Background: an optimization exercise with open tools, aiming at small area. Do not read the settings as production practice. Function was checked by simulation only, so behaviour that the tests miss may differ from the original. Power is estimated from default activity; no workload was simulated.

Setup of v57:
// bqcore
module bqcore (
    input  wire        clk,
    input  wire        rst,           
    input  wire        host_valid,
    input  wire        host_we,
    input  wire        host_size,     
    input  wire [6:0]  host_addr,
    input  wire [31:0] host_wdata,
    output reg         host_ack,
    output reg         host_err,
    output wire [31:0] host_rdata,
    output wire        treq_valid,
    output reg  [1:0]  treq_kind,     
    output wire [6:0]  treq_dev,
    output reg  [1:0]  treq_len,      
    output wire [23:0] treq_data,     
    output wire [15:0] treq_ms,       
    input  wire        trsp_valid,
    input  wire [1:0]  trsp_kind,     
    input  wire [15:0] trsp_data,     
    output wire        irq
);
Size in the first run: about 2200 cells after synthesis, roughly 560 flip-flops, roughly 150 I/O pins, about 27000 sq um of cells after synthesis.
Settings: LEC_CHECK=0, CAP_MARGIN=20, CORE_MARGIN=2, CORE_UTILIZATION=40, PLACE_DENSITY=0.6, SLEW_MARGIN=20; clock period 10.0 ns.
standard.sh (not shown) runs the stock make flow with config.mk's settings and CLKGATE_MAP_FILE= SYNTH_SCRIPT=/design/flow/synth_recipe.tcl, a recipe that flattens the netlist after the stock synthesis.
==> flow/flow/run.sh <==
#!/bin/bash
# Layout flow: the standard flow (standard.sh, unchanged synthesis) with
# three layout settings changed:
#  - ports are buffered with the smallest buffer (buf_1) instead of the
#    default clkdlybuf4s50_1; repair_design still resizes them where needed;
#  - clock tree synthesis inserts no dummy loads and uses larger sink
#    clusters, so fewer clock buffers are needed.
# Each tool's full output goes to the ORFS logs under orfs/logs/, and make's
# own output to standard.log in this folder.
set -euo pipefail
export BUFFER_PORTS_ARGS="-buffer_cell sky130_fd_sc_hd__buf_1"
export CTS_ARGS="-sink_clustering_enable -repair_clock_nets -dont_use_dummy_load -buf_list sky130_fd_sc_hd__clkbuf_8 -sink_clustering_size 18 -sink_clustering_max_diameter 80"
bash standard.sh > standard.log 2>&1
v57 closes out successfully: all stages finished, all timing, DRC and antenna checks passed.
> inputs changed (v57 -> v42)
- PLACE_DENSITY changed from 0.6 to 0.45
- CORE_UTILIZATION changed from 40 to 30
-- flow/flow/run.sh --
<<< v57, line 10
set -euo pipefail
export BUFFER_PORTS_ARGS="-buffer_cell sky130_fd_sc_hd__buf_1"
export CTS_ARGS="-sink_clustering_enable -repair_clock_nets -dont_use_dummy_load -buf_list sky130_fd_sc_hd__clkbuf_8 -sink_clustering_size 18 -sink_clustering_max_diameter 80"
bash standard.sh > standard.log 2>&1
>>> v42, line 10
set -euo pipefail
export BUFFER_PORTS_ARGS="-buffer_cell sky130_fd_sc_hd__buf_1"
export CTS_ARGS="-sink_clustering_enable -repair_clock_nets -dont_use_dummy_load -buf_list sky130_fd_sc_hd__clkbuf_8 -sink_clustering_size 16 -sink_clustering_max_diameter 80"
bash standard.sh > standard.log 2>&1
--- outcome ---
- Number of levels the H-tree was split into came out exactly the same in v57 and v42.
- v42 vs v57 — worst slew slack as a fraction of its limit rose 9.3 points.
- Reported for v57 and v42, fraction of the mapped netlist area in compound gates turned out identical to the last digit.
- Of v57 and v42, the lower total chip power belongs to v57.
- In v42 the slew at the pin with the worst max-slew slack turned out 0.14 ns lower than in v57.
- Between v42 and v57, it is v42 whose count of clock-net buffers in the final layout is higher, by 6.
- Relative to v57, the time the final worst path needs with I/O delays and setup of v42 is lower by 0.093 ns.
- v42 vs v57, fraction of met3 tracks used by global routing went down by 0.39 points.
- The die height in v42 is 1.15 times that in v57.
- Diff v57..v42 | minimum hold slack | negligible
- Of v57 and v42, the lower combinational cell fraction of total power belongs to v42.
Setup changes, v42 to v52
- changing CORE_UTILIZATION from 30 to 40
- changing PLACE_DENSITY from 0.45 to 0.6
--- outcome ---
- Of the two candidates, v42 has the better time the final worst path needs with I/O delays and setup and v52 the worse one.
- Compared v52 vs v42, and share of the cycle needed by the critical path after routing is up in v52.
- Measured against each other, v42 and v52 differ in final area, the higher figure coming from v42.
- Register-to-register slack, v42 and v52: higher on v42
- | area taken by multi-input logic gates | v52 vs v42 | ≈ equal |
- Sequential cell count delta (v42 -> v52): insignificant
- v52 does worse than v42 on number of vias after detailed routing.
- v52 vs. v42: global-route wire length before repair shrank by about 8%, share of total power in the clock network went down 0.4 points.
- v42 and v52 ended up with nearly the same final layout net count.
- In terms of combinational power, v52 and v42 differ only marginally.
Changes in v27 relative to v52:
-- flow/flow/run.sh --
<<< v52, line 10
set -euo pipefail
export BUFFER_PORTS_ARGS="-buffer_cell sky130_fd_sc_hd__buf_1"
export CTS_ARGS="-sink_clustering_enable -repair_clock_nets -dont_use_dummy_load -buf_list sky130_fd_sc_hd__clkbuf_8 -sink_clustering_size 16 -sink_clustering_max_diameter 80"
bash standard.sh > standard.log 2>&1
>>> v27, line 10
set -euo pipefail
export BUFFER_PORTS_ARGS="-buffer_cell sky130_fd_sc_hd__buf_1"
export CTS_ARGS="-sink_clustering_enable -repair_clock_nets -dont_use_dummy_load -buf_list sky130_fd_sc_hd__clkbuf_8 -sink_clustering_size 14 -sink_clustering_max_diameter 60"
bash standard.sh > standard.log 2>&1
## What came out
Delta (v27 minus v52): clock share of power increased 1.1 points, register-to-register slack increased 0.11 ns, via count essentially unchanged, power increased 1.3%, count of clock-buffer cells in the layout increased about 19%.
v27 vs. v52: first-iteration DRC count went down; number of global-route vias before repair went up; cell area went up; share of the clock period used by the worst path went down.
Summary — smallest hold slack, v27 relative to v52: lower, by 0.025 ns.
The inputs of v31 differ from those of v27 as listed below.
-- flow/flow/run.sh --
<<< v27, line 10
set -euo pipefail
export BUFFER_PORTS_ARGS="-buffer_cell sky130_fd_sc_hd__buf_1"
export CTS_ARGS="-sink_clustering_enable -repair_clock_nets -dont_use_dummy_load -buf_list sky130_fd_sc_hd__clkbuf_8 -sink_clustering_size 14 -sink_clustering_max_diameter 60"
bash standard.sh > standard.log 2>&1
>>> v31, line 10
set -euo pipefail
export BUFFER_PORTS_ARGS="-buffer_cell sky130_fd_sc_hd__buf_1"
export CTS_ARGS="-sink_clustering_enable -repair_clock_nets -dont_use_dummy_load -buf_list sky130_fd_sc_hd__clkbuf_8 -sink_clustering_size 20 -sink_clustering_max_diameter 50"
bash standard.sh > standard.log 2>&1
[summary]
v31: PASS, flow complete, no timing, DRC or antenna violations
v27 and v31 ended up with roughly the same multi-input logic portion of the cell area.
Share of power burned in the clock network in v31 is 0.3 points higher than in v27
v31 -> v27: buffering overhead flat
Changes observed in v31 relative to v27: final-layout clock buffer total higher; routed wire length has remained practically unchanged; share of the clock period used by the worst path rose by 0.70 points.
When v31 is set beside v27, its final hold slack turns out to be 0.0096 ns smaller.
| fraction of standard cell area that is sequential | v31 vs v27 | ≈ equal |
What v16 does differently from v31 at the input level:
-- flow/flow/run.sh --
<<< v31, line 10
set -euo pipefail
export BUFFER_PORTS_ARGS="-buffer_cell sky130_fd_sc_hd__buf_1"
export CTS_ARGS="-sink_clustering_enable -repair_clock_nets -dont_use_dummy_load -buf_list sky130_fd_sc_hd__clkbuf_8 -sink_clustering_size 20 -sink_clustering_max_diameter 50"
bash standard.sh > standard.log 2>&1
>>> v16, line 10
set -euo pipefail
export BUFFER_PORTS_ARGS="-buffer_cell sky130_fd_sc_hd__buf_1"
export CTS_ARGS="-sink_clustering_enable -repair_clock_nets -dont_use_dummy_load -buf_list sky130_fd_sc_hd__clkbuf_8 -sink_clustering_size 18 -sink_clustering_max_diameter 45"
bash standard.sh > standard.log 2>&1
- | non-clock buffering overhead in the final layout | v16 vs v31 | ≈ equal |
- v16 consumes more power than v31 does.
- The met1 routed wirelength after detailed routing of v16 and that of v31 are within noise of each other.
- Re die area: no difference whatsoever between v16 and v31.
- Diff v16..v31 | initial core utilization | unchanged
- As far as pre-CTS setup slack goes, v16 and v31 are indistinguishable; the numbers are identical.
- Between v31 and v16, the cell count went up.
- As far as number of logic stages on the critical path including buffering goes, v16 and v31 are indistinguishable; the numbers are identical.
- Compared to v31, v16 has utilization 0.37 points higher.
- Looking at v31 and v16, the post-route fraction of the period consumed by the critical path is a wash.

[what the ideal ports hide]
Ports are ideal in the flow. The routed layouts listed here were re-timed in OpenROAD. Step 1: set_driving_cell puts a clkbuf_16 on clk and a buf_2 on each other input, an assumption about the parent block. Step 2 also shifts input and output timing later by t, the mid clock arrival at the registers, as if the neighbouring blocks saw the same clock. Slacks: ideal ports / drivers / drivers and shift; pairs: ideal ports / drivers.
| run | shift t [ns] | slack for setup (ns) | worst setup path after step 2 | pins driven straight from the clock port |
|---|---|---|---|---|
| v57 | 0.704 | 3.246 / 3.246 / 3.246 | register to register | 1 |
| v42 | 0.692 | 3.339 / 3.339 / 3.339 | register to register | 1 |
| v52 | 0.696 | 3.195 / 3.195 / 3.195 | register to register | 1 |
| v27 | 0.714 | 3.302 / 3.302 / 3.302 | register to register | 1 |
| v31 | 0.731 | 3.232 / 3.232 / 3.232 | register to register | 1 |
| v16 | 0.727 | 3.232 / 3.232 / 3.232 | register to register | 1 |
After both steps every run listed still meets setup and hold.
